Context: an optimization exercise on an open-source flow, tuned for small area, a short achievable clock period and few clock cycles. The choices shown serve that exercise and are no tape-out recipe. Function was checked by simulation only, so behaviour that the tests miss may differ from the original.

### flow/config.mk
export PLATFORM = sky130hd
export DESIGN_NAME = rcb_canvas
export DESIGN_NICKNAME = rcb_canvas
export VERILOG_FILES = /design/flow/design.v
export SDC_FILE = /design/flow/constraint.sdc
export NUM_CORES = 4
export LEC_CHECK = 0
export CAP_MARGIN = 20
export CORE_MARGIN = 2
export CORE_UTILIZATION = 35
export PLACE_DENSITY = 0.5
export SLEW_MARGIN = 20
### flow/constraint.sdc
create_clock -name core_clock -period 45.0 [get_ports {clk}]
set_input_delay 9.0000 -clock core_clock [delete_from_list [all_inputs] [get_ports {clk}]]
set_output_delay 9.0000 -clock core_clock [all_outputs]
set_load 0.01 [all_outputs]
### flow/run.sh
#!/bin/bash
# synth_recipe.tcl (not shown) runs the flow's synth.tcl, then flattens the netlist and writes it again
# the make line also repeats each setting of config.mk as NAME=value (left out here)
make -C /OpenROAD-flow-scripts/flow DESIGN_CONFIG=/design/flow/config.mk WORK_HOME=/design/flow/orfs CLKGATE_MAP_FILE= SYNTH_SCRIPT=/design/flow/synth_recipe.tcl finish
### flow/design.v
module rcb_a2l (
    input  wire [31:0] angle,
    input  wire [5:0]  n,
    output wire [24:0] norm,
    output wire [4:0]  idx,
    output wire [8:0]  r360,
    output wire [15:0] flo
);
    wire [16:0] ub   = {angle[31], angle[31:16]} + 17'd33120;
    wire [24:0] q2p  = ub[16:3] * 12'd2913;
    wire [7:0]  q2   = q2p[24:17];
    wire [16:0] imf  = ub - q2 * 9'd360;
    wire [8:0]  imod = imf[8:0];
    wire [13:0] p1 = n * imod;              
    wire [20:0] p2 = n * angle[15:0];       
    wire [13:0] t  = p1 + p2[20:16];        
    wire [20:0] qp = t[13:3] * 11'd1457;
    assign idx  = qp[20:16];
    wire [13:0] rf = t - idx * 9'd360;
    assign r360 = rf[8:0];
    assign flo  = p2[15:0];
    assign norm = {imod, angle[15:0]};
endmodule
module rcb_canvas (
    input  wire        clk,
    input  wire        rst,
    input  wire        cmd_valid,
    output wire        cmd_ready,
    input  wire [3:0]  cmd_op,
    input  wire [31:0] cmd_a,
    input  wire [31:0] cmd_b,
    input  wire        cmd_flag,
    input  wire [31:0] cmd_color,
    output reg         rsp_valid,
    output reg  [1:0]  rsp_code,
    output reg  [31:0] rsp_data
);
    localparam OP_NOP   = 4'd0;
    localparam OP_CLEAR = 4'd1;
    localparam OP_ARC   = 4'd2;
    localparam OP_FILL  = 4'd3;
    localparam OP_DECAY = 4'd4;
    localparam OP_A2L   = 4'd5;
    localparam OP_RDPIX = 4'd6;
    localparam OP_WRPIX = 4'd7;
    localparam OP_SETN  = 4'd8;
    localparam RSP_OK     = 2'd0;
    localparam RSP_RANGE  = 2'd2;
    localparam RSP_BADOPC = 2'd3;
    reg        rdy;                  
    reg        c_v;                  
    reg [3:0]  c_op;
    reg [31:0] c_a, c_b, c_col;
    reg        c_fl;
    reg        c_ph;                 
    reg [3:0]  c_cnt;                
    reg [8:0]  c_r;                  
    reg [5:0]  n_q;                  
    reg [4:0]  h;                    
    reg [31:0] P [0:31];
    reg        clr_al; reg [4:0] clr_st;
    reg        d_al;   reg [4:0] d_st;  reg [31:0] d_m, d_b;
    reg        a1_al;  reg [4:0] a1_st, a1_lo, a1_hi, a1_e; reg a1_nw, a1_ee;
    reg [31:0] a1_c, a1_ec;
    reg        a2_al;  reg [4:0] a2_st, a2_lo, a2_hi, a2_e; reg a2_nw, a2_ee;
    reg [31:0] a2_c, a2_ec;
    reg        f_al;   reg [4:0] f_st;  reg [31:0] f_t;
    assign cmd_ready = rdy;
    wire accept = cmd_valid & rdy;
    wire go     = c_v & rdy;
    wire op_nop   = (c_op == OP_NOP);
    wire op_clear = (c_op == OP_CLEAR);
    wire op_arc   = (c_op == OP_ARC);
    wire op_fill  = (c_op == OP_FILL);
    wire op_decay = (c_op == OP_DECAY);
    wire op_a2l   = (c_op == OP_A2L);
    wire op_rdpix = (c_op == OP_RDPIX);
    wire op_wrpix = (c_op == OP_WRPIX);
    wire op_setn  = (c_op == OP_SETN);
    wire a_ge_n   = (c_a[31:6] != 26'd0) || (c_a[5:0] >= n_q);
    wire fill_rng = c_a[31] || (c_a[30:0] > 31'h0001_0000);
    wire setn_rng = (c_a == 32'd0) || (c_a > 32'd32);
    wire at_head  = (c_a[4:0] == h);
    wire a_slot_ok = !a2_al && !f_al;
    wire d_slot_ok = !d_al && !a1_al && !a2_al && !f_al;
    wire tgt2      = a1_al;
    wire [24:0] normF, normT;
    wire [4:0]  iF, iT;
    wire [8:0]  rF, rT;
    wire [15:0] loF, loT;
    rcb_a2l u_from (.angle(c_a), .n(n_q), .norm(normF), .idx(iF), .r360(rF), .flo(loF));
    rcb_a2l u_to   (.angle(c_b), .n(n_q), .norm(normT), .idx(iT), .r360(rT), .flo(loT));
    wire arc_nw = c_fl ? (normT >= normF) : (normT <= normF);
    wire [4:0] arc_lo = c_fl ? iF : iT;
    wire [4:0] arc_hi = c_fl ? iT : iF;
    wire dp_alt = go & (op_arc | op_fill);    
    wire [31:0] base = clr_al ? 32'd0 : P[0];
    wire [31:0] dp_v = dp_alt ? c_col : base;
    wire [31:0] dp_m = dp_alt ? c_a   : d_m;
    wire [31:0] dp_b = dp_alt ? 32'd0 : d_b;
    reg  [31:0] dp_clamp, dp_edge;
    reg  signed [40:0] dp_x;
    reg  [25:0] dp_q;
    integer ch;
    always @(*) begin
        for (ch = 0; ch < 4; ch = ch + 1) begin
            dp_x = $signed({1'b0, dp_v[ch*8 +: 8]}) * $signed(dp_m) + $signed(dp_b);
            if (dp_x[40])
                dp_clamp[ch*8 +: 8] = 8'd0;
            else if (dp_x[39:24] != 16'd0)
                dp_clamp[ch*8 +: 8] = 8'd255;
            else
                dp_clamp[ch*8 +: 8] = dp_x[23:16];
            dp_q = dp_x[32:20] * 13'd2913;
            dp_edge[ch*8 +: 8] = {1'b0, dp_q[23:17]};
        end
    end
    wire ins1 = a1_nw ? (h >= a1_lo && h <= a1_hi) : (h >= a1_lo || h <= a1_hi);
    wire ins2 = a2_nw ? (h >= a2_lo && h <= a2_hi) : (h >= a2_lo || h <= a2_hi);
    wire edg1 = a1_ee && (h == a1_e);
    wire edg2 = a2_ee && (h == a2_e);
    wire [31:0] vD = d_al ? dp_clamp : base;
    wire [31:0] v1 = !a1_al ? vD : edg1 ? a1_ec : ins1 ? a1_c : vD;
    wire [31:0] v2 = !a2_al ? v1 : edg2 ? a2_ec : ins2 ? a2_c : v1;
    reg  [31:0] vF;
    always @(*) begin
        for (ch = 0; ch < 4; ch = ch + 1)
            vF[ch*8 +: 8] = (f_al && f_t[ch*8 +: 8] > v2[ch*8 +: 8]) ?
                            f_t[ch*8 +: 8] : v2[ch*8 +: 8];
    end
    wire step = c_v & (
          op_rdpix & !a_ge_n & (go | !at_head)
        | !go & op_wrpix & !a_ge_n & !a_slot_ok
        | !go & op_decay & !d_slot_ok
        | !go & op_fill & !fill_rng & f_al
        | !go & op_arc & !c_ph & !a_slot_ok);
    wire [4:0] h_nx = step ? h + 5'd1 : h;
    wire arc_p0   = c_v & op_arc & !c_ph & a_slot_ok;     
    wire a2l_p0   = c_v & op_a2l & !c_ph;
    wire a2l_it   = c_v & op_a2l & c_ph;
    wire do_clr   = go & (op_clear | op_setn & !setn_rng);
    wire ins_d    = go & op_decay;
    wire ins_f    = go & op_fill & !fill_rng;
    wire ins_w    = go & op_wrpix & !a_ge_n;
    wire ins_a    = go & op_arc;
    wire ins_any  = ins_w | ins_a;
    wire clr_al_nx = do_clr | clr_al & !(step & (h_nx == clr_st));
    wire d_al_nx   = !do_clr & (ins_d | d_al & !(step & (h_nx == d_st)));
    wire a1_al_nx  = !do_clr & (ins_any & !tgt2 | a1_al & !(step & (h_nx == a1_st)));
    wire a2_al_nx  = !do_clr & (ins_any & tgt2 | a2_al & !(step & (h_nx == a2_st)));
    wire f_al_nx   = !do_clr & (ins_f | f_al & !(step & (h_nx == f_st)));
    wire a_ok_nx = !a2_al_nx & !f_al_nx;
    wire d_ok_nx = !d_al_nx & !a1_al_nx & !a2_al_nx & !f_al_nx;
    wire [4:0] t_lo = tgt2 ? a2_lo : a1_lo;
    wire [4:0] t_hi = tgt2 ? a2_hi : a1_hi;
    wire [4:0] arc_e = c_fl ? (({1'b0, t_hi} + 6'd1 == n_q) ? 5'd0 : t_hi + 5'd1)
                            : ((t_lo == 5'd0) ? n_q[4:0] - 5'd1 : t_lo - 5'd1);
    wire [9:0] a2l_r2 = {c_r, rsp_data[15]};
    wire       a2l_qb = (a2l_r2 >= 10'd360);
    wire [9:0] a2l_rn = a2l_qb ? a2l_r2 - 10'd360 : a2l_r2;
    wire c_v_nx   = accept | c_v & !go;
    wire c_ph_nx  = c_ph | arc_p0 | a2l_p0;
    wire [3:0] cnt_nx = a2l_p0 ? 4'd0 : a2l_it ? c_cnt + 4'd1 : c_cnt;
    reg  pred_in, pred_held;
    always @(*) begin
        case (cmd_op)
        OP_ARC, OP_A2L: pred_in = 1'b0;
        OP_RDPIX:       pred_in = (cmd_a[4:0] == h_nx);
        OP_WRPIX:       pred_in = a_ok_nx;
        OP_DECAY:       pred_in = d_ok_nx;
        OP_FILL:        pred_in = !f_al_nx;
        default:        pred_in = 1'b1;
        endcase
        case (c_op)
        OP_ARC:   pred_held = c_ph_nx;
        OP_A2L:   pred_held = c_ph_nx & (cnt_nx == 4'd15);
        OP_RDPIX: pred_held = a_ge_n | (c_a[4:0] == h_nx);
        OP_WRPIX: pred_held = a_ge_n | a_ok_nx;
        OP_DECAY: pred_held = d_ok_nx;
        OP_FILL:  pred_held = fill_rng | !f_al_nx;
        default:  pred_held = 1'b1;
        endcase
    end
    wire rdy_nx = accept ? pred_in : (c_v & !go) ? pred_held : 1'b1;
    integer k;
    always @(posedge clk) begin
        if (step) begin
            for (k = 0; k < 31; k = k + 1)
                P[k] <= P[k + 1];
            P[31] <= vF;
        end
    end
    always @(posedge clk) begin
        if (rdy) begin
            c_op  <= cmd_op;
            c_a   <= cmd_a;
            c_b   <= cmd_b;
            c_col <= cmd_color;
            c_fl  <= cmd_flag;
        end else if (arc_p0) begin
            c_a   <= {7'd0, rT, loT};       
        end
        c_cnt <= cnt_nx;
        if (a2l_p0)
            c_r <= rF;
        else if (a2l_it)
            c_r <= a2l_rn[8:0];
        if (ins_d) begin
            d_m <= c_a;
            d_b <= c_b;
            d_st <= h;
        end
        if (ins_f) begin
            f_t  <= dp_clamp;
            f_st <= h;
        end
        if (arc_p0 & !tgt2) begin
            a1_lo <= arc_lo; a1_hi <= arc_hi; a1_nw <= arc_nw; a1_ee <= 1'b1;
            a1_c  <= c_col;
        end
        if (arc_p0 & tgt2) begin
            a2_lo <= arc_lo; a2_hi <= arc_hi; a2_nw <= arc_nw; a2_ee <= 1'b1;
            a2_c  <= c_col;
        end
        if (ins_a & !tgt2) begin
            a1_e <= arc_e; a1_ec <= dp_edge; a1_st <= h;
        end
        if (ins_a & tgt2) begin
            a2_e <= arc_e; a2_ec <= dp_edge; a2_st <= h;
        end
        if (ins_w & !tgt2) begin
            a1_lo <= c_a[4:0]; a1_hi <= c_a[4:0]; a1_nw <= 1'b1; a1_ee <= 1'b0;
            a1_c  <= c_col; a1_st <= h;
        end
        if (ins_w & tgt2) begin
            a2_lo <= c_a[4:0]; a2_hi <= c_a[4:0]; a2_nw <= 1'b1; a2_ee <= 1'b0;
            a2_c  <= c_col; a2_st <= h;
        end
        if (do_clr)
            clr_st <= h;
        if (go) begin
            rsp_code <= RSP_OK;
            if (op_rdpix)
                rsp_data <= vF;
            if (op_rdpix & a_ge_n | op_wrpix & a_ge_n | op_fill & fill_rng
                | op_setn & setn_rng)
                rsp_code <= RSP_RANGE;
            if (c_op > OP_SETN)
                rsp_code <= RSP_BADOPC;
        end
        if (a2l_p0)
            rsp_data <= {11'd0, iF, loF};
        else if (a2l_it)
            rsp_data[15:0] <= {rsp_data[14:0], a2l_qb};
        if (rst) begin
            rdy       <= 1'b1;
            c_v       <= 1'b0;
            c_ph      <= 1'b0;
            rsp_valid <= 1'b0;
            n_q       <= 6'd32;
            h         <= 5'd0;
            clr_al    <= 1'b1;
            clr_st    <= 5'd0;
            d_al      <= 1'b0;
            a1_al     <= 1'b0;
            a2_al     <= 1'b0;
            f_al      <= 1'b0;
        end else begin
            rdy       <= rdy_nx;
            c_v       <= c_v_nx;
            c_ph      <= go ? 1'b0 : c_ph_nx;
            rsp_valid <= go;
            if (go & op_setn & !setn_rng)
                n_q   <= c_a[5:0];
            h         <= h_nx;
            clr_al    <= clr_al_nx;
            d_al      <= d_al_nx;
            a1_al     <= a1_al_nx;
            a2_al     <= a2_al_nx;
            f_al      <= f_al_nx;
        end
    end
endmodule
==> summary.md <==
| Metric | Value |
|---|---|
| Status | finished clean |
| Placed cell area | 125,000 µm² |
| Library cells used by synthesis | 100 |
| Post-Syn Instances | 10,500 |
| Post-Synth Simple-Gate Area | 0.100 |
| Critical Path AT | ~20 ns |
| Ratio of cells with drive above 1 in the final layout | 0.0589 |
| Complex-gate fraction of the synthesized area | 0.0679 |
| Top-count cell post-synth | inv_1 |
| Root Driver | clkbuf_16 |
| R2R setup slack | ~25 ns |
| Post-CTS Setup Bufs | 0 |
| Max_cap viols | 0 |
| CTS Buf Count | around 170 |
| Worst Skew | 0.111 ns |
| Detailed Route WL | between 300 and 400 mm |
| Clock sink total | about 1,500 |
| Synth top area share | 0.364 |
| Layer with the highest usage | met2 |
| Starting DRT DRC Count | roughly 5,900 |
| Routed len/inst | 22.6 µm |
| Worst path bufs/invs | 14 |
| DP Wirelength | about 260 mm |
| Area of the multi-input gates | between 60,000 and 70,000 µm² |
| Worst r2r src | c_a[22]$_DFFE_PP_ |
| Critical-path top delay cell | xnor2_1 |
| Syn Nets | approximately 13,000 |
| GR Util met1 | 0.277 |
| Final number of setup-violating endpoints | 0 |
| CP Capture Type | flip-flop |
| Post-Place Setup Slack | around 25 ns |
| Hold Buf Count CTS | 0 |
| Post-synth top flop | edfxtp_1 |
| ANT nets after route | 0 |
| Synth Area in Adders | 0.354 |
| EDFF count, synth | around 1,400 |
| Cell area after layout | about 130,000 µm² |
| Seq/Total Area, Yosys | 0.372 |
| Hold path depth | 0 |
| Mapped Area | ~120,000 µm² |
| Die Y | 583 µm |
| Critical Path Max Stage Delay | about 0.77 ns |
| PortBufs | around 140 |
| Die Width | just under 600 µm |
| Final slew viol count | 0 |
| RSZ-0062 raised after global routing | false |
| CTS Buffer Depth | 4 |
| Vias per inst | 5.11 |
| #FFs+latches synth | about 1,500 |
| Worst Tran Pin Value | about 1.2 ns |
| Total I/O pin count | 140 |
| First-pass GRT wire length | a little over 500 mm |
| Resized Gates After CTS | 0 |
| Drt pass-1 iters | 6 |
| CP dominant cell by count | ha_1 |
| Setup_tns | 0 ns |
| Post-synth top area cell | edfxtp_1 |
| Top post-synthesis cells by area | edfxtp_1 36%, fa_1 23%, ha_1 12%, inv_1 5.4%, nor2_1 3.3% |
| Worst-path clk slew | ~0.060 ns |
| Fmax | 0.0512 GHz |
| Post-synth ARST share | 0 |
| Worst path top cell family by delay | adder cells |
| End of the worst register-to-register path | c_r[8]$_DFFE_PP_ |
| Setup Crit Path Kind | reg2reg |
| Worst Hold Path EP | P[8][3]$_DFFE_PP_ |
| Core area | approximately 330,000 µm² |
| Max-slew headroom | 0.208 |
| Mean post-synth cell area | between 10 and 15 µm² |
| CTS tree | built |
| Largest family of logic cells by synthesized area | adder cells |
| Die area | ~340,000 µm² |
| Final nets | between 10,000 and 15,000 |
| Period utilization | 0.434 |
| Skew-Pair Late Insertion Delay | roughly 0.87 ns |
| Critical Path RT | roughly 46 ns |
| Layout Area Growth over Synthesis | 10.9% |
| HP Class | reg2reg |
| Post-synthesis mux area share | 0.00849 |
| Hold slack | 0.386 ns |
| PnR worst setup slack | about 25 ns |
| CTS H-tree lvls | 4 |
| Floorplan row count | 212 |
| Post-layout util | 0.390 |
| Via Count | 77,200 |
| Drt drc | 0 |
| Final min period | 19.54 ns |
| GR Util met3 | 0.0317 |
| R2R cell count | 78 |
| Hold Startpoint | P[9][3]$_DFFE_PP_ |
| Placer congestion estimate | a little over 0.9 |
| Synth warn | 2 |
| Vias in the first global route | 82,200 |
| Met2 usage | 0.328 |
| Crit Path Max Fanout | 5 |
| Congestion Overflow GR | 0 |
| Register area | roughly 44,000 µm² |
| # fillers | ~32,000 |
| Xor/xnor share of the synthesized area | 0.0304 |
| Critical Path Source Type | flip-flop |
| Most frequent cells after synthesis | 1,697 x inv_1, 1,423 x edfxtp_1, 1,366 x fa_1 |
| Largest net degree at the start of global routing | around 180 |
| GR Util All Layers | 0.203 |
| Initial antenna violation count | 26 |
| Initial Util | 0.352 |
| Final Hold Viols | 0 |
## logic make-up (layout without fill, tap and decap cells)
family,count (synthesis),count (layout)
XOR/XNOR,402,402
AND/OR/NAND/NOR,2667,2667
multiplexers,95,95
adder cells (fa/ha/maj),2498,2498
other,0,6
flip-flops,1467,1467
buffers and inverters,2088,2342
AO/OA/AOI/OAI,1236,1236
## per-layer routing
layer  vias up  part of all wire
met5         -          0.000038
met4         2             0.038
met3       486             0.066
met2      2378              0.46
met1     39500              0.43
li1      34800                 -
## per-stage QoR
step	cells
floorplan	10500
global placement	14800
detailed placement	14800
CTS	15100
global route	15100
finish	15100
## layout by cell type, fill, tap and decap left out, types with 45 or more instances in the layout
master	count
o21a_1	62
inv_1	1696
clkbuf_16	169
nand3_1	101
o21ai_0	232
and2_1	125
nand4_1	50
clkdlybuf4s50_1	139
and3_1	45
buf_4	204
xor2_1	117
nand2b_1	94
fa_1	1366
edfxtp_1	1423
ha_1	1129
nand2_1	916
nor2_1	1013
xnor2_1	278
a21oi_1	341
nor3_1	86
nor2b_1	52
a21o_1	154
## registers in the layout, indices dropped and copies added (netlist names), 9 cells and up, named ones only
signal / cells
P: 1024
a1_c: 32
a1_ec: 28
a2_c: 32
a2_ec: 28
c_a: 32
c_b: 32
c_col: 32
c_r: 9
d_b: 32
d_m: 32
f_t: 32
rsp_data: 32
## layout make-up
class                           count  area share
Inverter                         1701      0.0491
Tap cell                         4387      0.0422
Clock inverter                     78     0.00666
Sequential cell                  1467       0.335
Timing Repair Buffer              348      0.0231
Clock buffer                      215      0.0342
Antenna cell                        6    0.000115
Multi-Input combinational cell   6898       0.509
## how the worst max path moves through the flow
stage	from	depth (start not counted)	end	slack, ns
4_1_cts	c_b[21]$_DFFE_PP_	74	c_a[24]$_DFFE_PP_	25.16
3_5_place_dp	c_b[22]$_DFFE_PP_	74	c_a[24]$_DFFE_PP_	25.25
2_1_floorplan	rdy$_SDFF_PP1_	16	rdy$_SDFF_PP1_	9.40
3_3_place_gp	c_b[22]$_DFFE_PP_	77	c_a[24]$_DFFE_PP_	25.04
6_report	c_a[22]$_DFFE_PP_	78	c_r[8]$_DFFE_PP_	25.46
5_1_grt	c_b[22]$_DFFE_PP_	80	c_a[24]$_DFFE_PP_	24.12
Testbench counts, summed over its fixed seeds: cycles 4,842.

-- static timing again, ports no longer ideal --
No port has a modelled driver above. Below, the same layout with a new extraction and two added sets of constraints.
Step 1 (the two cells are an assumption about what drives the block):
set clk [get_ports {clk}]
set_driving_cell -lib_cell sky130_fd_sc_hd__clkbuf_16 $clk
set_driving_cell -lib_cell sky130_fd_sc_hd__buf_2 [delete_from_list [all_inputs] $clk]
Step 2 moves the port delays by t, midway between the first and last clock arrival at a register: inputs arrive t later, outputs are due t later. That takes back most of the time a late clock gives input paths.
Three values: ideal, step 1, step 2; two values: the first two.
t (ns): 0.915
setup WS [ns]: 25.460 / 25.460 / 25.460
worst register clock-pin slew, ns: 0.07 / 0.07
After both steps setup and hold are still met in this run. For this run, drivers alone change the setup slack by 0.000 ns; drivers and shift together by 0.000 ns.
